What follows belongs to an exercise in optimizing a design on an open flow for small area, a short achievable clock period and few clock cycles; a production flow would make more cautious choices.
Function was not checked in any run shown here: the RTL went through the layout flow alone.
Power figures rest on the tool's default switching activity, not on a simulated workload.

--- design/flow/config.mk ---
export PLATFORM = sky130hd
export DESIGN_NAME = pae_a_decoder
export DESIGN_NICKNAME = pae_a_decoder
export VERILOG_FILES = /design/flow/design.v
export SDC_FILE = /design/flow/constraint.sdc
export NUM_CORES = 4
export LEC_CHECK = 0
export CAP_MARGIN = 20
export CORE_MARGIN = 2
export CORE_UTILIZATION = 40
export PLACE_DENSITY = 0.6
export SETUP_SLACK_MARGIN = 4.0
export SLEW_MARGIN = 20
--- design/flow/constraint.sdc ---
create_clock -name core_clock -period 8.0 [get_ports {clk}]
set_input_delay 1.6000 -clock core_clock [delete_from_list [all_inputs] [get_ports {clk}]]
set_output_delay 1.6000 -clock core_clock [all_outputs]
set_load 0.01 [all_outputs]
--- design/flow/design.v ---
module pae_a_decoder (
    input  wire       clk,
    input  wire       rst,
    input  wire       start,
    output wire       busy,
    output wire       done,
    output reg  [3:0] err,
    output reg  [3:0] width,
    output reg        order,
    output reg  [1:0] mode,
    input  wire       in_valid,
    input  wire [7:0] in_data,
    input  wire       in_last,
    output wire       in_ready,
    output wire       out_valid,
    output wire [7:0] out_data,
    input  wire       out_ready
);
    localparam [3:0] E_NONE       = 4'd0,
                     E_INV_SIZE   = 4'd6,
                     E_NON_SQUARE = 4'd7,
                     E_RUN_OVF    = 4'd8,
                     E_DATA_OVF   = 4'd9,
                     E_TRUNC      = 4'd10;
    localparam [3:0] P_IDLE = 4'd0,
                     P_HDR  = 4'd1,    
                     P_OT   = 4'd2,    
                     P_DATA = 4'd3,    
                     P_PRE  = 4'd4,    
                     P_OFF  = 4'd5,    
                     P_MODE = 4'd7,    
                     P_T1   = 4'd8,    
                     P_END  = 4'd9,    
                     P_FIX  = 4'd10;   
    localparam QD = 4;                 
    reg        busy_r, done_r;
    reg [3:0]  ps;
    reg [9:0]  win;          
    reg [3:0]  rp;           
    reg        wlast;        
    wire       b1    = win[9];           
    wire       b0    = win[8];           
    wire       have2 = (rp >= 4'd2);
    wire       have1 = (rp != 4'd0);
    reg        in_rdy;       
    assign in_ready = in_rdy;
    wire       ld = in_rdy && in_valid;
    reg        plane;
    reg [12:0] pm;           
    reg        off;
    reg [3:0]  k;            
    reg [12:0] rv;           
    reg        big;          
    reg        rpend;        
    wire [7:0]  wsq   = width * width;
    wire [12:0] npl1  = {wsq, 5'd1};
    reg [12:0] rz;           
    reg [1:0]  cnt;          
    reg [5:0]  pk;           
    reg [7:0]  obuf;
    reg        ofull;
    reg [1:0]  fq [0:QD-1];
    reg [1:0]  fwp, frp;     
    reg [2:0]  fc;           
    wire [1:0] fq0 = fq[frp];
    wire       can_push = !ofull || out_ready;
    wire [2:0] room     = 3'd4 - {1'b0, cnt};
    wire       rz_nz    = (rz[12:1] != 12'd0);
    wire       rz_last  = (rz <= {10'd0, room} + 13'd1);
    wire       pop      = can_push && !rz_nz && (fc != 3'd0);
    wire       take     = rpend &&
                          ((!rz_nz && (fc == 3'd0)) ||
                           (can_push && rz_nz && rz_last && (fc == 3'd0)) ||
                           (can_push && !rz_nz && (fc == 3'd1)));
    reg        push;         
    reg [1:0]  cons;         
    always @(*) begin
        push = 1'b0;
        cons = 2'd0;
        case (ps)
        P_OT, P_MODE: if (have2) cons = 2'd2;
        P_PRE, P_OFF: if (have2 && !rpend) cons = 2'd2;
        P_DATA: if (have2 && !rpend && ({b1, b0} == 2'd0 || fc != 3'd4)) begin
                    cons = 2'd2;
                    push = ({b1, b0} != 2'd0);
                end
        P_T1:   if (have1) cons = 2'd1;
        default: ;
        endcase
    end
    wire       hdr_take = (ps == P_HDR) && rp[3];
    wire [3:0] rp_c = hdr_take ? 4'd0 : rp - {2'd0, cons};
    wire [9:0] wsh  = (cons == 2'd2) ? {win[7:0], 2'b00} :
                      (cons == 2'd1) ? {win[8:0], 1'b0} : win;
    wire [12:0] rv_nx  = (ps == P_PRE) ? {11'd1, b0} : {rv[10:0], b1, b0};
    wire        rcomp  = (cons != 2'd0) &&
                         (((ps == P_PRE) && !b1 && (k == 4'd0)) ||
                          ((ps == P_OFF) && (k == 4'd1)));
    wire [12:0] pm_op  = (ps == P_DATA) ? 13'd1 :
                         (ps == P_FIX)  ? 13'h1fff : rv_nx;
    wire [13:0] pm_dif = {1'b0, pm} - {1'b0, pm_op};
    wire [12:0] pm_sum = pm_dif[12:0];
    wire        rovf   = ((ps == P_OFF) && big) || pm_dif[13];
    wire        rfull  = (rv_nx == pm);
    wire        pm_ld  = (ps == P_OT) || (ps == P_T1) || ((ps == P_MODE) && !b1);
    wire        pm_upd = ((ps == P_DATA) && push && !off) || rcomp || (ps == P_FIX);
    always @(posedge clk) begin
        if (rst) begin
            busy_r <= 1'b0;
            done_r <= 1'b0;
            in_rdy <= 1'b0;
            ps     <= P_IDLE;
            ofull  <= 1'b0;
            err    <= E_NONE;
            rz     <= 13'd0;
            fc     <= 3'd0;
                fwp    <= 2'd0;
                frp    <= 2'd0;
            cnt    <= 2'd0;
            pk     <= 6'd0;
            rpend  <= 1'b0;
        end else begin
            done_r <= 1'b0;
            if (ld) begin
                case (rp_c[1:0])
                2'd0:    win <= {in_data, 2'b00};
                2'd1:    win <= {wsh[9], in_data, 1'b0};
                default: win <= {wsh[9:8], in_data};
                endcase
                wlast <= in_last;
            end else begin
                win <= wsh;
            end
            rp <= rp_c + (ld ? 4'd8 : 4'd0);
            in_rdy <= in_rdy ? !ld : (busy_r && !wlast && (rp_c <= 4'd2));
            if (pm_ld)
                pm <= npl1;
            else if (pm_upd)
                pm <= pm_sum;
            case (ps)
            P_HDR: if (hdr_take) begin
                width <= win[9:6];
                if (win[9:6] != win[5:2]) begin
                    err <= E_NON_SQUARE;
                    ps  <= P_END;
                end else if (win[9:6] == 4'd0) begin
                    err <= E_INV_SIZE;
                    ps  <= P_END;
                end else begin
                    ps  <= P_OT;
                end
            end
            P_OT: if (have2) begin
                order <= b1;
                plane <= 1'b0;
                off   <= 1'b0;
                k     <= 4'd0;
                ps    <= b0 ? P_DATA : P_PRE;
            end else if (wlast) begin
                err <= E_TRUNC;
                ps  <= P_END;
            end
            P_DATA: if (have2) begin
                if (cons != 2'd0) begin
                    if ({b1, b0} == 2'd0) begin
                        k  <= 4'd0;
                        ps <= off ? P_FIX : P_PRE;
                    end else begin
                        off <= 1'b0;
                        if (off ? (pm == 13'd1) : (pm == 13'd2))
                            ps <= plane ? P_END : P_MODE;
                    end
                end
            end else if (wlast) begin
                err <= E_TRUNC;
                ps  <= P_END;
            end
            P_PRE: if (have2) begin
                if (!rpend) begin
                    big <= (k >= 4'd6);
                    if (b1 && b0) begin
                        if (k == 4'd7) begin
                            err <= E_RUN_OVF;
                            ps  <= P_END;
                        end else begin
                            k <= k + 4'd1;
                        end
                    end else if (b1) begin
                        rv <= 13'd1;
                        k  <= k + 4'd1;
                        ps <= P_OFF;
                    end else begin
                        rv <= rv_nx;
                        if (k != 4'd0)
                            ps <= P_OFF;
                    end
                end
            end else if (wlast) begin
                err <= E_TRUNC;
                ps  <= P_END;
            end
            P_OFF: if (have2) begin
                if (!rpend) begin
                    rv <= rv_nx;
                    k  <= k - 4'd1;
                end
            end else if (wlast) begin
                err <= E_TRUNC;
                ps  <= P_END;
            end
            P_MODE: if (have2) begin
                if (b1) begin
                    mode <= {1'b0, b0} + 2'd1;
                    ps   <= P_T1;
                end else begin
                    mode  <= 2'd0;
                    plane <= 1'b1;
                    off   <= 1'b0;
                    k     <= 4'd0;
                    ps    <= b0 ? P_DATA : P_PRE;
                end
            end else if (wlast) begin
                err <= E_TRUNC;
                ps  <= P_END;
            end
            P_T1: if (have1) begin
                plane <= 1'b1;
                off   <= 1'b0;
                k     <= 4'd0;
                ps    <= b1 ? P_DATA : P_PRE;
            end else if (wlast) begin
                err <= E_TRUNC;
                ps  <= P_END;
            end
            default: ;
            endcase
            if (rcomp) begin
                if (rovf) begin
                    err <= E_DATA_OVF;
                    ps  <= P_END;
                end else begin
                    rpend <= 1'b1;
                    off   <= 1'b1;
                    if (rfull)
                        ps <= plane ? P_END : P_MODE;
                    else
                        ps <= P_DATA;
                end
            end
            case (ps)
            P_FIX: begin
                off <= 1'b0;
                ps  <= P_PRE;
            end
            P_END: begin
                if (!rpend && !rz_nz && fc == 3'd0 && can_push) begin
                    done_r <= 1'b1;
                    busy_r <= 1'b0;
                    in_rdy <= 1'b0;
                    ps     <= P_IDLE;
                end
            end
            default: ;
            endcase
            if (can_push) begin
                if (rz_nz) begin
                    if (rz_last) begin
                        rz  <= 13'd0;
                        cnt <= cnt + rz[1:0] - 2'd1;
                    end else begin
                        rz  <= rz - {10'd0, room};
                        cnt <= 2'd0;
                    end
                    if (!rz_last || rz[2:0] == room + 3'd1) begin
                        obuf  <= {pk, 2'b00};
                        ofull <= 1'b1;
                        pk    <= 6'd0;
                    end else if (ofull) begin
                        ofull <= 1'b0;
                    end
                end else if (fc != 3'd0) begin
                    cnt <= cnt + 2'd1;
                    case (cnt)
                    2'd0: pk[5:4] <= fq0;
                    2'd1: pk[3:2] <= fq0;
                    2'd2: pk[1:0] <= fq0;
                    default: ;
                    endcase
                    if (cnt == 2'd3) begin
                        obuf  <= {pk, fq0};
                        ofull <= 1'b1;
                        pk    <= 6'd0;
                    end else if (ofull) begin
                        ofull <= 1'b0;
                    end
                end else if (ofull) begin
                    ofull <= 1'b0;
                end
            end
            if (take) begin
                rz    <= rv;
                rpend <= 1'b0;
            end
            if (push) begin
                fq[fwp] <= {b1, b0};
                fwp     <= fwp + 2'd1;
            end
            if (pop)
                frp <= frp + 2'd1;
            fc <= fc + {2'd0, push} - {2'd0, pop};
            if (start && !busy_r) begin
                busy_r <= 1'b1;
                in_rdy <= 1'b1;
                ps     <= P_HDR;
                rp     <= 4'd0;
                wlast  <= 1'b0;
                rz     <= 13'd0;
                fc     <= 3'd0;
                fwp    <= 2'd0;
                frp    <= 2'd0;
                cnt    <= 2'd0;
                pk     <= 6'd0;
                rpend  <= 1'b0;
                err    <= E_NONE;
                mode   <= 2'd0;
            end
        end
    end
    assign busy      = busy_r;
    assign done      = done_r;
    assign out_valid = ofull;
    assign out_data  = obuf;
endmodule
--- design/flow/run.sh ---
#!/bin/bash
# synth_recipe.tcl (not shown) runs the flow's synth.tcl, then flattens the netlist and writes it again
# the make line also repeats each setting of config.mk as NAME=value (left out here)
make -C /OpenROAD-flow-scripts/flow DESIGN_CONFIG=/design/flow/config.mk WORK_HOME=/design/flow/orfs CLKGATE_MAP_FILE= SYNTH_SCRIPT=/design/flow/synth_recipe.tcl finish
==> results of run 1 <==
-- cell usage after synthesis, types with 4 or more instances --
cell type | number | share of area [%]
and2_1 | 24 | 2.0
a22oi_1 | 14 | 1.4
nor4_1 | 11 | 0.90
nand2b_1 | 6 | 0.49
and3_1 | 10 | 0.81
nor3_1 | 36 | 2.3
o32ai_1 | 5 | 0.57
nand3_1 | 16 | 1.0
nor2b_1 | 18 | 1.5
ha_1 | 41 | 6.7
a31oi_1 | 12 | 0.98
o21ai_1 | 5 | 0.33
a211oi_1 | 9 | 0.88
dfxtp_1 | 43 | 11
and2_0 | 5 | 0.41
o21ai_0 | 46 | 3.0
a221oi_1 | 16 | 1.8
clkbuf_1 | 26 | 1.3
nand3b_1 | 7 | 0.68
buf_2 | 9 | 0.59
nand4_1 | 5 | 0.41
xnor2_1 | 22 | 2.5
xor2_1 | 11 | 1.3
a21o_1 | 5 | 0.49
o31a_1 | 7 | 0.80
o22ai_1 | 7 | 0.57
nand2_1 | 72 | 3.5
o211ai_1 | 5 | 0.49
a32oi_1 | 4 | 0.46
fa_1 | 5 | 1.3
inv_1 | 38 | 1.9
mux2i_1 | 6 | 0.78
o311ai_0 | 4 | 0.46
edfxtp_1 | 71 | 28
a21oi_1 | 61 | 4.0
nor2_1 | 90 | 4.4
o21a_1 | 8 | 0.78
o31ai_1 | 7 | 0.68
-- report_power, final --
group / switching, uW / internal, uW / leakage [uW] / total, uW
clock: 297 / 437 / 0.000282 / 734
sequential: 141 / 784 / 0.00101 / 925
combinational: 832 / 556 / 0.00192 / 1390
total: 1270 / 1780 / 0.00321 / 3050
-- through the flow --
step / power, uW / std cells
after floorplan: 1940 / 854
after global placement: 2280 / 1091
after detailed placement: 2280 / 1091
after CTS: 3030 / 1123
after global routing: 3270 / 1123
final: 3050 / 1123
-- metal layers --
metal  vias to the layer above  wire, um
met5                         -         0
met4                         0       223
met3                        18      1090
met2                       214      9010
met1                      3140      9820
li1                       3234         -
-- area by class of cell --
class,instances,area share [%]
inverters,38,1.62
clock buffers,20,5.43
repair buffers,44,4.77
multi-input cells,661,49.8
flip-flops and latches,114,34.0
clock inverters,12,1.06
well taps,234,3.32
-- kinds of logic after synthesis --
kind of cell | count (synthesis)
and+or+nand+nor | 335
DFF | 114
xor gates and xnor gates | 33
muxes | 9
adders and majority gates | 46
AOI/OAI and AO/OA | 238
buffers and inverters | 79
-- critical path, cell delays in order, from the launching register on --
cell and delay, ns:
dfxtp_2 0.55, or4b_4 0.63, nand2_1 0.16, nand2_1 0.07
nand2_1 0.07, ha_1 0.26, nor2b_1 0.17, o31a_1 0.27
or4_1 0.46, a31o_2 0.24, o41ai_1 0.29, xor2_1 0.18
o21ai_0 0.08
-- state kept, by name, summed over array words and instances (netlist names), 6 cells and up, named ones only --
name,count
rv,13
rz,13
fq,8
obuf,8
win,10
pm,13
pk,6
-- how the worst max path moves through the flow --
stage,startpoint,endpoint,cells after the start
floorplan,rst,rv[0]$_DFFE_PP_,2
global placement,ps[3]$_SDFF_PP0_,pm[12]$_DFFE_PP_,12
detailed placement,ps[3]$_SDFF_PP0_,pm[12]$_DFFE_PP_,12
CTS,ps[0]$_SDFF_PP0_,pm[12]$_DFFE_PP_,12
global route,ps[2]$_SDFF_PP0_,pm[12]$_DFFE_PP_,12
finish,ps[2]$_SDFF_PP0_,pm[12]$_DFFE_PP_,12
-- repair_timing --
action / in CTS / in global routing
buffers inserted: 0 / 0
gates cloned: 0 / 0
setup endpoints to repair: 8 / 18
gates resized for setup: 4 / 7
pin swaps: 0 / 0
==> results_dict.tcl, run 1 <==
set metrics [dict create \
    yosysUniqueCellTypes 82 \
    synth_xor_area_share_pct 3.76 \
    dp_slack_ns 3.66 \
    syn-num-nets 914 \
    synth_mux_area_share_pct 1.51 \
    drc 0 \
    clockBufferDepth 2 \
    io_buffers 36 \
    viasPerCell 5.88 \
    p_leak_uw 0.00321 \
    dieHeight_um 143 \
    hold_path_startpoint "pk[2]$_SDFFE_PP0P_" \
    r2r-end "pm[12]$_DFFE_PP_" \
    grt_use_met3_pct 3.99 \
    skew_ns 0.0118 \
    setup_viol 0 \
    tns_ns 0 \
    syn-cell-area_um2 7690 \
    placed_area_um2 8220 \
    max_slew_margin_pct 35.8 \
    firstDrtPassIters 5 \
    fin_util_pct 47.0 \
    dp_hpwl_mm 14.3 \
    critPathKind "reg2reg" \
    rrSetupSlack_ns 4.28 \
    grt_pass1_vias 6046 \
    rows 50 \
    cts_max_level 4 \
    ctsHoldBuffers 0 \
    coreArea_um2 18800 \
    overflow 0 \
    grt_max_degree 37 \
    die_w_um 143 \
    first_iter_violations 516 \
    crit_required_ns 8.14 \
    dieArea_um2 20300 \
    synth_fa_ha_area_share_pct 7.98 \
    final_common_cell "nor2_1" \
    ir_drop_mv 0.165 \
    critPathMaxFanout 19 \
    yosysWarningCount 1 \
    yosysSeqAreaShare_pct 38.9 \
    hp-class "reg2reg" \
    wl_per_cell_um 17.9 \
    gp_congestion 0.966 \
    multi_input_area_um2 4390 \
    finalWirelength_mm 20.1 \
    n_fill_cell 1783 \
    final_area_um2 8820 \
    p_per_area_nw_per_um2 345 \
    start_util_pct 41.0 \
    cts.sinks 114 \
    grt_pass1_wl_mm 32.7 \
    drv_slew 0 \
    synth_top_family_by_area "simple AND/OR/NAND/NOR gates" \
    cts.clk_slew.worst_paths_ns 0.06 \
    synth.avg_cell_area_um2 9.00 \
    vias 6606 \
    async_flop_share_pct 0 \
    whs_ns 0.435 \
    cts_made_buffers 17 \
    fmax_ghz 0.269 \
    root_buffer "clkbuf_16" \
    setup_ws_ns 4.28 \
    clk_latency_ns 0.42 \
    num-nets-final 936 \
    dominantRegCellSynth "edfxtp_1" \
    io_pins 37 \
    synth_compound_area_share_pct 20.7 \
    grtUsageTotal_pct 20.3 \
    rsz0062_at_grt "no" \
    synthSimpleGateAreaFrac_pct 22.8 \
    endpoint_kind "flop" \
    start_kind "flop" \
    syn-instance-count 854 \
    area.growth.synth_to_final_pct 14.7 \
    whs_endpoint "obuf[4]$_DFFE_PP_" \
    finalCriticalPeriod_ns 3.72 \
    ys_seq_elements 114 \
    final_cell_mix "90 x nor2_1, 72 x nand2_1, 71 x edfxtp_1" \
    grtUsageMet1_pct 29.5 \
    hold_violations 0 \
    busiest_layer "met2" \
    seq_area_um2 3000 \
    grt_use_met2_pct 31.3 \
    outcome "timing/DRC/antenna clean" \
    postRouteAntennaNets 0 \
    drive_gt1_share_pct 8.10 \
    antenna_found_initial 0 \
    cap_violations 0 \
    min_period_over_period_pct 46.5 \
    min_path_cells 0 \
    diodes 0 \
    worstMarginPinSlew_ns 0.961 \
    critPathArrivalTime_ns 3.86 \
    cts_tree "yes" \
    reg2reg_depth 12 \
    reg2reg_from "ps[2]$_SDFF_PP0_" \
    synth_edf_count 71 \
]
==> run 2: changes to the inputs <==
--- a/design/flow/config.mk
+++ b/design/flow/config.mk
@@ -9,5 +9,5 @@
 export CORE_MARGIN = 2
 export CORE_UTILIZATION = 40
 export PLACE_DENSITY = 0.6
-export SETUP_SLACK_MARGIN = 4.0
+export SETUP_SLACK_MARGIN = 4.5
 export SLEW_MARGIN = 20
==> run 2 against run 1 <==
Clock skew fell by 0.0021 ns. Critical path depth did not move. Clock power rose by 7.6%. Critical path type unchanged.
==> results_dict.tcl, run 2 <==
set metrics [dict create \
    cts_max_level 4 \
    first_iter_violations 465 \
    rrSetupSlack_ns 4.48 \
    netlist_top_cells_area "edfxtp_1 28%, dfxtp_1 11%, ha_1 6.7%" \
    max_slew_margin_pct 37.1 \
    coreArea_um2 18800 \
    slowest_delay_ns 0.53 \
    grtUsageTotal_pct 20.5 \
    switchingPower_uw 1320 \
    clockBufferDepth 2 \
    firstDrtPassIters 5 \
    io_pins 37 \
    endpoint_kind "flop" \
    internal_power_uw 1870 \
    ys_seq_elements 114 \
    syn-instance-count 854 \
    cp_top_family "simple AND/OR/NAND/NOR gates" \
    drc 0 \
    reg2reg_from "ps[2]$_SDFF_PP0_" \
    rsz0062_at_grt "yes" \
    hold_path_startpoint "pk[1]$_SDFFE_PP0P_" \
    synth.avg_cell_area_um2 9.00 \
    critPathMaxFanout 19 \
    overflow 0 \
    vias 6758 \
    final_cell_mix "89 x nor2_1, 71 x edfxtp_1, 70 x nand2_1" \
    num-nets-final 954 \
    start_util_pct 41.0 \
    finalWirelength_mm 20.6 \
    start_kind "flop" \
    postRouteAntennaNets 0 \
    gp_congestion 0.913 \
    reg2reg_depth 12 \
    ir_drop_mv 0.174 \
    min_path_cells 0 \
    io_buffers 36 \
    diodes 0 \
    p_seq_share_pct 28.6 \
    dpl.cell_count 1091 \
    async_flop_share_pct 0 \
    reg_top3 "pm x13, rv x13, rz x13" \
    final_common_cell "nor2_1" \
    synth_most_common_cell "nor2_1" \
    dominantRegCellSynth "edfxtp_1" \
    dp_hpwl_mm 14.2 \
    cts_made_buffers 17 \
    clockPowerShare_pct 24.8 \
    yosysWarningCount 1 \
    cts.clk_slew.worst_paths_ns 0.06 \
    final_cells 1141 \
    synth_common_cells "90 x nor2_1, 72 x nand2_1, 71 x edfxtp_1" \
    viasPerCell 5.92 \
    hp-class "reg2reg" \
    dieArea_um2 20300 \
    hold_violations 0 \
    crit_slowest_cell "or4b_4" \
    antenna_found_initial 0 \
    cpMostUsedCell "nand2_2" \
    rows 50 \
    min_period_over_period_pct 44.0 \
    drive_gt1_share_pct 11.7 \
    skew_ns 0.00976 \
    wl_per_cell_um 18.1 \
    grt_pass1_vias 6138 \
    die_w_um 143 \
    yosysSeqAreaShare_pct 38.9 \
    placed_area_um2 8220 \
    setup_viol 0 \
    drv_slew 0 \
    area.growth.synth_to_final_pct 18.9 \
    critPathArrivalTime_ns 3.67 \
    worstMarginPinSlew_ns 0.934 \
    dieHeight_um 143 \
    final_area_um2 9140 \
    path_buf_inv 0 \
    p_total_uw 3190 \
    netSwitchingFraction_pct 41.4 \
    syn-cell-area_um2 7690 \
    grt_pass1_wl_mm 33.0 \
    r2r-end "pm[12]$_DFFE_PP_" \
    critPathKind "reg2reg" \
    synth_top_cell_area_share_pct 27.7 \
    p_per_area_nw_per_um2 349 \
    yosysUniqueCellTypes 82 \
    fmax_ghz 0.284 \
    whs_ns 0.439 \
    whs_endpoint "obuf[3]$_DFFE_PP_" \
    root_buffer "clkbuf_16" \
    syn-num-nets 914 \
    combPwrFrac_pct 46.6 \
    crit_required_ns 8.14 \
    cap_violations 0 \
    cts.sinks 114 \
    grt_max_degree 37 \
    post-synth-top-area-cell "edfxtp_1" \
    synth_edf_count 71 \
    tns_ns 0 \
    outcome "timing/DRC/antenna clean" \
    finalCriticalPeriod_ns 3.52 \
    p_leak_uw 0.00334 \
    clk_latency_ns 0.42 \
    path_cells "or4b_4 -> nand2_2 -> nand2_1 -> nand2_2 -> ha_4 -> nor2b_1 -> o31a_1 -> or4_4 -> a31o_4 -> o41ai_4 -> xor2_1 -> o21ai_0" \
    cts_tree "yes" \
]
[run 2: cell count changes in the layout (fill, tap and decap cells not counted), moves of 3 or more]
cell / change
inv_1: -3
clkinv_4: -3
buf_12: +3
buf_4: +15
inv_8: +4
dfxtp_2: -3
inv_6: +3
a211oi_2: +3
[run 2: power by group through the flow]
stage          Clock [uW]  Combinational [uW]  Sequential (uW)
6_report              790                1490              913
5_1_grt               832                1650              927
4_1_cts               802                1420              906
3_5_place_dp            0                1370              912
3_3_place_gp            0                1370              911
2_1_floorplan           0                1080              864
[run 2: cells by family after synthesis]
group,after synthesis,synth area share (%)
simple gates,335,22.8
compound gates,238,20.7
flops,114,38.9
buf+inv,79,4.31
fa+ha+maj,46,7.98
xor+xnor,33,3.76
mux,9,1.51
[run 2: timing repair]
action                                 CTS  global route
endpoints found under the hold margin    0             0
buffers inserted                         5            13
setup endpoints to repair               35            24
pin swaps                                2             7
hold buffers                             0             0
gates resized for setup                 23            17
[run 2: stage by stage]
stage	setup WS, ns	util, %
floorplan	4.50	-
global placement	3.76	43.8
detailed placement	3.74	43.8
CTS	4.51	47.7
global route	4.39	48.7
finish	4.48	48.7
[run 2: metal layers]
layer / up-vias / track usage (%) / share of wire, %
met5: - / 0 / 0
met4: 0 / 5.63 / 1.3
met3: 21 / 3.86 / 5.4
met2: 228 / 32.4 / 47
met1: 3245 / 28.7 / 46
li1: 3264 / - / -
[run 2: how the worst max path moves through the flow]
stage / from / end / slack, ns / cells past startpoint
3_5_place_dp: out_ready / fc[2]$_SDFF_PP0_ / 3.74 / 11
6_report: ps[2]$_SDFF_PP0_ / pm[12]$_DFFE_PP_ / 4.48 / 12
2_1_floorplan: ps[0]$_SDFF_PP0_ / pm[12]$_DFFE_PP_ / 4.50 / 13
5_1_grt: ps[3]$_SDFF_PP0_ / pm[12]$_DFFE_PP_ / 4.39 / 13
4_1_cts: ps[3]$_SDFF_PP0_ / ps[1]$_SDFF_PP0_ / 4.51 / 13
3_3_place_gp: out_ready / fc[2]$_SDFF_PP0_ / 3.76 / 11
[run 2: layout make-up]
cell class / instances / area [um^2]
clock inverter: 15 / 183
multi-input combinational: 661 / 4490
timing repair buffer: 62 / 592
inverter: 38 / 150
sequential: 114 / 3000
tap: 234 / 293
clock buffer: 17 / 425
fill: 1795 / 9630
==> run 3: changes to the inputs <==
--- a/design/flow/design.v
+++ b/design/flow/design.v
@@ -66,7 +66,8 @@
     wire       can_push = !ofull || out_ready;
     wire [2:0] room     = 3'd4 - {1'b0, cnt};
     wire       rz_nz    = (rz[12:1] != 12'd0);
-    wire       rz_last  = (rz <= {10'd0, room} + 13'd1);
+    wire       rz_last  = (rz <= {9'd0, room} + 13'd4);
+    wire       rz_cmpl  = (rz > {10'd0, room});
     wire       pop      = can_push && !rz_nz && (fc != 3'd0);
     wire       take     = rpend &&
                           ((!rz_nz && (fc == 3'd0)) ||
@@ -92,13 +93,16 @@
     wire [3:0] rp_c = hdr_take ? 4'd0 : rp - {2'd0, cons};
     wire [9:0] wsh  = (cons == 2'd2) ? {win[7:0], 2'b00} :
                       (cons == 2'd1) ? {win[8:0], 1'b0} : win;
-    wire [12:0] rv_nx  = (ps == P_PRE) ? {11'd1, b0} : {rv[10:0], b1, b0};
+    wire        s_pre  = (ps == P_PRE);
+    wire        s_dat  = (ps == P_DATA);
+    wire        s_fix  = (ps == P_FIX);
+    wire [12:0] rv_nx  = {(s_pre || s_dat) ? 11'd0 : rv[10:0],
+                          s_pre || (!s_dat && (b1 || s_fix)),
+                          s_pre ? b0 : (s_dat || b0 || s_fix)};
     wire        rcomp  = (cons != 2'd0) &&
                          (((ps == P_PRE) && !b1 && (k == 4'd0)) ||
                           ((ps == P_OFF) && (k == 4'd1)));
-    wire [12:0] pm_op  = (ps == P_DATA) ? 13'd1 :
-                         (ps == P_FIX)  ? 13'h1fff : rv_nx;
-    wire [13:0] pm_dif = {1'b0, pm} - {1'b0, pm_op};
+    wire [13:0] pm_dif = {1'b0, pm} - {1'b0, rv_nx};
     wire [12:0] pm_sum = pm_dif[12:0];
     wire        rovf   = ((ps == P_OFF) && big) || pm_dif[13];
     wire        rfull  = (rv_nx == pm);
@@ -164,6 +168,7 @@
                 if (cons != 2'd0) begin
                     if ({b1, b0} == 2'd0) begin
                         k  <= 4'd0;
+                        rv <= 13'h1fff;
                         ps <= off ? P_FIX : P_PRE;
                     end else begin
                         off <= 1'b0;
@@ -271,7 +276,7 @@
                         rz  <= rz - {10'd0, room};
                         cnt <= 2'd0;
                     end
-                    if (!rz_last || rz[2:0] == room + 3'd1) begin
+                    if (rz_cmpl) begin
                         obuf  <= {pk, 2'b00};
                         ofull <= 1'b1;
                         pk    <= 6'd0;
==> run 3 against run 2 <==
Final cell count fell by 5.6%. Still clean. Hold slack worse by 0.0033 ns. Non-clock buffer count decreased by 5. Final area fell by 4.6%.
==> results_dict.tcl, run 3 <==
set metrics [dict create \
    p_leak_uw 0.00317 \
    yosysWarningCount 1 \
    crit_required_ns 8.35 \
    grt_pass1_wl_mm 31.3 \
    p_per_area_nw_per_um2 306 \
    drive_gt1_share_pct 12.0 \
    finalCriticalPeriod_ns 3.37 \
    start_util_pct 40.9 \
    grt_pass1_vias 6121 \
    yosysUniqueCellTypes 83 \
    whs_ns 0.436 \
    critPathKind "in2reg" \
    drv_slew 0 \
    first_iter_violations 544 \
    cts.sinks 114 \
    antenna_found_initial 0 \
    syn-cell-area_um2 7370 \
    critPathMaxFanout 13 \
    cts_made_buffers 17 \
    vias 6217 \
    dp_hpwl_mm 13.6 \
    reg_top3 "pm x13, rv x13, rz x13" \
    synth_edf_count 71 \
    rrSetupSlack_ns 4.65 \
    synth.avg_cell_area_um2 9.25 \
    dominantRegCellSynth "edfxtp_1" \
    crit_slowest_cell "a21oi_1" \
    die_w_um 140 \
    dieArea_um2 19500 \
    min_period_over_period_pct 42.2 \
    rsz0062_at_grt "yes" \
    path_buf_inv 1 \
    io_pins 37 \
    yosysSeqAreaShare_pct 40.6 \
    cts.clk_slew.worst_paths_ns 0.06 \
    clk_latency_ns 0.42 \
    rows 49 \
    skew_ns 0.00847 \
    synth_common_cells "83 x nor2_1, 77 x nand2_1, 71 x edfxtp_1" \
    fmax_ghz 0.297 \
    start_kind "input port" \
    area.growth.synth_to_final_pct 18.3 \
    endpoint_kind "flop" \
    num-nets-final 893 \
    firstDrtPassIters 5 \
    async_flop_share_pct 0 \
    n_fill_cell 1733 \
    viasPerCell 5.77 \
    tns_ns 0 \
    grt_max_degree 28 \
    ys_seq_elements 114 \
    root_buffer "clkbuf_16" \
    coreArea_um2 18000 \
    drc 0 \
    grtUsageTotal_pct 19.9 \
    cap_violations 0 \
    fin_util_pct 48.4 \
    dieHeight_um 140 \
    critPathArrivalTime_ns 3.72 \
    cts_tree "yes" \
    syn-instance-count 797 \
    final_cell_mix "81 x nor2_1, 77 x nand2_1, 71 x edfxtp_1" \
    path_cells "clkdlybuf4s50_1 -> nand2b_4 -> nand2_1 -> a21oi_1 -> a221o_1 -> nand2_1 -> a21oi_1" \
    hold_violations 0 \
    p_total_uw 2670 \
    final_cells 1077 \
    slowest_delay_ns 0.87 \
    cts_max_level 4 \
    ctsHoldBuffers 0 \
    hp-class "reg2reg" \
    cp_top_family "compound AO/OA/AOI/OAI gates" \
    outcome "timing/DRC/antenna clean" \
    clockBufferDepth 2 \
    netlist_top_cells_area "edfxtp_1 29%, dfxtp_1 12%, ha_1 6.6%" \
    post-synth-top-area-cell "edfxtp_1" \
    finalWirelength_mm 18.9 \
    overflow 0 \
    gp_congestion 0.927 \
    synth_top_cell_area_share_pct 28.9 \
    setup_viol 0 \
    worstMarginPinSlew_ns 1.02 \
    syn-num-nets 855 \
    dpl.cell_count 1032 \
    final_common_cell "nor2_1" \
    wl_per_cell_um 17.6 \
    diodes 0 \
    max_slew_margin_pct 32.2 \
    postRouteAntennaNets 0 \
    io_buffers 36 \
    ir_drop_mv 0.158 \
    synth_most_common_cell "nor2_1" \
]
-- run 3: power by group --
group	switching, uW	internal, uW	total, uW
Clock	295	469	764
Combinational	649	430	1080
Sequential	88.4	738	826
-- run 3: logic make-up (layout without fill, tap and decap cells) --
family          after synthesis  count (layout)  synth area share (%)
compound gates              226             226                  20.7
xor+xnor                     30              30                  3.57
fa+ha+maj                    44              44                  7.98
buf+inv                      68             119                  3.77
flops                       114             114                  40.6
mux                           9               9                  1.58
simple gates                306             306                  21.8
-- run 3: final timing paths --
check,from,end,cells after the start
max,out_ready,rz[6]$_SDFFE_PP0P_,7
min,pk[4]$_SDFFE_PP0P_,obuf[6]$_DFFE_PP_,0
max reg2reg,rp[2]$_SDFFCE_PP0N_,in_rdy$_SDFF_PP0_,12
min reg2reg,pk[4]$_SDFFE_PP0P_,obuf[6]$_DFFE_PP_,0
-- run 3: layout make-up --
cell class                 count  area [um^2]  share of cell area, %
clock inverter                14          153                   1.75
multi-input combinational    615         4190                   48.0
clock buffer                  18          439                   5.04
tap                          229          287                   3.29
timing repair buffer          57          531                   6.08
inverter                      30          115                   1.32
sequential                   114         3010                   34.5
-- run 3: metal layers --
metal	global-route usage [%]	wire, um	vias up
met5	0	0	-
met4	8.74	354	0
met3	3.96	1020	25
met2	32.0	9070	196
met1	26.1	8500	2962
li1	-	-	3034
-- run 3: through the flow --
stage / instance area (um^2) / setup WS [ns]
after CTS: 8540 / 4.46
after global placement: 7920 / 3.88
final: 8720 / 4.63
after floorplan: 7370 / 4.67
after detailed placement: 7920 / 3.74
after global routing: 8720 / 4.47
-- run 3: what timing repair did --
action                                  CTS  global route
gates cloned                              0             0
endpoints found under the setup margin   48            53
pin swaps                                 1             4
setup buffers                             1            12
hold endpoints to repair                  0             0
resized for setup                         8            19
==> run 4: changes to the inputs <==
--- a/design/flow/config.mk
+++ b/design/flow/config.mk
@@ -8,6 +8,7 @@
 export CAP_MARGIN = 20
 export CORE_MARGIN = 2
 export CORE_UTILIZATION = 40
+export CTS_BUF_LIST = sky130_fd_sc_hd__clkbuf_4
 export PLACE_DENSITY = 0.6
 export SETUP_SLACK_MARGIN = 4.5
 export SLEW_MARGIN = 20
==> run 4 against run 3 <==
Synthesized cell count stayed put. Global-route usage shrank 0.27 points. Clock skew increased by 0.0085 ns. Hold slack improved by 0.017 ns. First-iteration DRC count shrank 25%. Sequential share of layout area up 1.4 points. Clock-buffer cell count is 1 lower. Critical path depth increased by 4. Synthesized area unchanged. Worst setup slack better by 0.033 ns. Maximum frequency increased by 0.98%. Sequential cell count unchanged. Largest power group unchanged.
==> results_dict.tcl, run 4 <==
set metrics [dict create \
    outcome "timing/DRC/antenna clean" \
    netlist_top_cells_area "edfxtp_1 29%, dfxtp_1 12%, ha_1 6.6%" \
    clk_latency_ns 0.54 \
    final_cell_mix "81 x nor2_1, 77 x nand2_1, 71 x edfxtp_1" \
    skew_ns 0.0170 \
    critPathArrivalTime_ns 3.75 \
    dp_hpwl_mm 13.6 \
    cts.sinks 114 \
    grt_pass1_vias 6053 \
    drc 0 \
    p_per_area_nw_per_um2 278 \
    combPwrFrac_pct 46.0 \
    antenna_found_initial 0 \
    syn-cell-area_um2 7370 \
    crit_required_ns 8.42 \
    final_area_um2 8370 \
    p_leak_uw 0.00301 \
    max_slew_margin_pct 32.4 \
    coreArea_um2 18000 \
    finalWirelength_mm 18.7 \
    vias 6177 \
    fmax_ghz 0.299 \
    yosysSeqAreaShare_pct 40.6 \
    endpoint_kind "flop" \
    firstDrtPassIters 5 \
    dieArea_um2 19500 \
    cts_made_buffers 17 \
    wl_per_cell_um 17.4 \
    async_flop_share_pct 0 \
    synth_edf_count 71 \
    yosysUniqueCellTypes 83 \
    start_kind "input port" \
    internal_power_uw 1350 \
    whs_ns 0.452 \
    reg_top3 "pm x13, rv x13, rz x13" \
    dieHeight_um 140 \
    grt_pass1_wl_mm 31.1 \
    dominantRegCellSynth "edfxtp_1" \
    rows 49 \
    synth_common_cells "83 x nor2_1, 77 x nand2_1, 71 x edfxtp_1" \
    drv_slew 0 \
    placed_area_um2 7920 \
    area.growth.synth_to_final_pct 13.6 \
    diodes 0 \
    grt_max_degree 28 \
    overflow 0 \
    post-synth-top-area-cell "edfxtp_1" \
    hp-class "reg2reg" \
    cts_max_level 4 \
    tns_ns 0 \
    die_w_um 140 \
    finalCriticalPeriod_ns 3.34 \
    io_buffers 36 \
    io_pins 37 \
    critPathKind "in2reg" \
    switchingPower_uw 981 \
    yosysWarningCount 1 \
    syn-instance-count 797 \
    num-nets-final 891 \
    viasPerCell 5.75 \
    clockPowerShare_pct 18.7 \
    setup_viol 0 \
    hold_violations 0 \
    clockBufferDepth 2 \
    synth_top_cell_area_share_pct 28.9 \
    min_period_over_period_pct 41.7 \
    ys_seq_elements 114 \
    ctsHoldBuffers 0 \
    ir_drop_mv 0.144 \
    start_util_pct 40.9 \
    grtUsageTotal_pct 19.6 \
    worstMarginPinSlew_ns 1.01 \
    fin_util_pct 46.4 \
    root_buffer "clkbuf_4" \
    p_seq_share_pct 35.3 \
    critPathMaxFanout 5 \
    gp_congestion 0.927 \
    drive_gt1_share_pct 11.6 \
    first_iter_violations 406 \
    netSwitchingFraction_pct 42.1 \
    n_fill_cell 1780 \
    cts.clk_slew.worst_paths_ns 0.12 \
    cap_violations 0 \
    final_common_cell "nor2_1" \
    rsz0062_at_grt "no" \
    synth_most_common_cell "nor2_1" \
    cts_tree "yes" \
    synth.avg_cell_area_um2 9.25 \
    postRouteAntennaNets 0 \
    syn-num-nets 855 \
]
==> run 4: cell types whose count changed in the layout (fill, tap and decap cells not counted), sizes merged <==
cell    before  now
clkbuf      18   17
buf         21   19
clkinv       4    5
==> run 4: power by group through the flow <==
stage	clock network [uW]	logic, uW	registers, uW
global route	471	1190	836
global placement	0	1020	837
CTS	446	1030	826
finish	437	1070	823
floorplan	0	802	799
detailed placement	0	1020	838
==> run 4: what timing repair did <==
item                       in CTS  in global routing
gates resized for setup         7                 15
setup endpoints to repair      48                 32
pin swaps                       1                  2
buffers inserted                1                 10
==> run 4: cells by family after synthesis <==
group,count (synthesis),synth area share (%)
simple gates,306,21.8
xor+xnor,30,3.57
buf+inv,68,3.77
mux,9,1.58
fa+ha+maj,44,7.98
compound gates,226,20.7
flops,114,40.6
==> run 4: final timing paths <==
check | from | to | slack, ns | cells past startpoint
setup / recovery | out_ready | fc[2]$_SDFF_PP0_ | 4.66 | 11
hold / removal | pk[4]$_SDFFE_PP0P_ | obuf[6]$_DFFE_PP_ | 0.45 | 0
hold reg to reg | pk[4]$_SDFFE_PP0P_ | obuf[6]$_DFFE_PP_ | 0.45 | 0
setup reg to reg | win[9]$_DFFE_PN_ | in_rdy$_SDFF_PP0_ | 4.70 | 12
==> run 4: layout make-up <==
class / instances / area [um^2] / area share (%)
inverter: 30 / 115 / 1.37
multi-input combinational: 615 / 4170 / 49.8
sequential: 114 / 3010 / 35.9
clock inverter: 15 / 156 / 1.87
clock buffer: 17 / 128 / 1.52
timing repair buffer: 55 / 515 / 6.16
tap: 229 / 287 / 3.42
==> run 4: per-stage QoR <==
stage               instances  worst slack (ns)  power [uW]
global placement         1032              3.88        1850
detailed placement       1032              3.74        1850
global route             1075              4.52        2500
CTS                      1065              4.45        2300
floorplan                 797              4.67        1600
finish                   1075              4.66        2330
==> run 4: metal layers <==
| layer | track usage, % | routed length (um) |
|---|---|---|
| met2 | 32.1 | 8950 |
| met5 | 0 | 0 |
| met1 | 25.7 | 8340 |
| met3 | 4.65 | 1040 |
| met4 | 6.37 | 347 |
==> run 4: worst max-delay path, cell delays in order <==
cell,delay (ns)
clkdlybuf4s50_1,0.41
nand2b_1,0.22
and3_2,0.28
ha_1,0.29
inv_1,0.06
ha_1,0.12
inv_1,0.05
fa_1,0.36
xor2_1,0.17
xnor2_1,0.13
nor2_1,0.05

-- static timing again, ports no longer ideal --
The flow's constraints put no driver on any port. The routed layouts listed below were extracted and timed again, unchanged, in two steps.
Step 1, drivers: a clkbuf_16 drives clk and a buf_2 each remaining input, both assumed.
Step 2, shift: input delay + t, output delay - t, t = (earliest + latest rising clock arrival at the registers) / 2. This alone moves slack from input paths to output paths.
Three values: ideal ports, drivers, drivers and shift; two values: the first two.
run | t, ns | setup WS [ns] | worst setup path at the end | clock arrival spread, ns | slew at the worst register clock pin (ns)
run 1 | 0.463 | 4.278 / 4.278 / 3.984 | input to register | 0.013 / 0.012 | 0.06 / 0.06
run 2 | 0.465 | 4.477 / 4.477 / 4.251 | input to register | 0.010 / 0.010 | 0.06 / 0.06
run 3 | 0.461 | 4.628 / 4.643 / 4.183 | input to register | 0.009 / 0.009 | 0.06 / 0.06
run 4 | 0.568 | 4.661 / 4.677 / 4.109 | input to register | 0.018 / 0.017 | 0.12 / 0.12
After both steps every run listed still meets setup and hold. The setup slack of run 4, which loses most, moves by +0.016 ns with the drivers and by -0.552 ns with both steps.
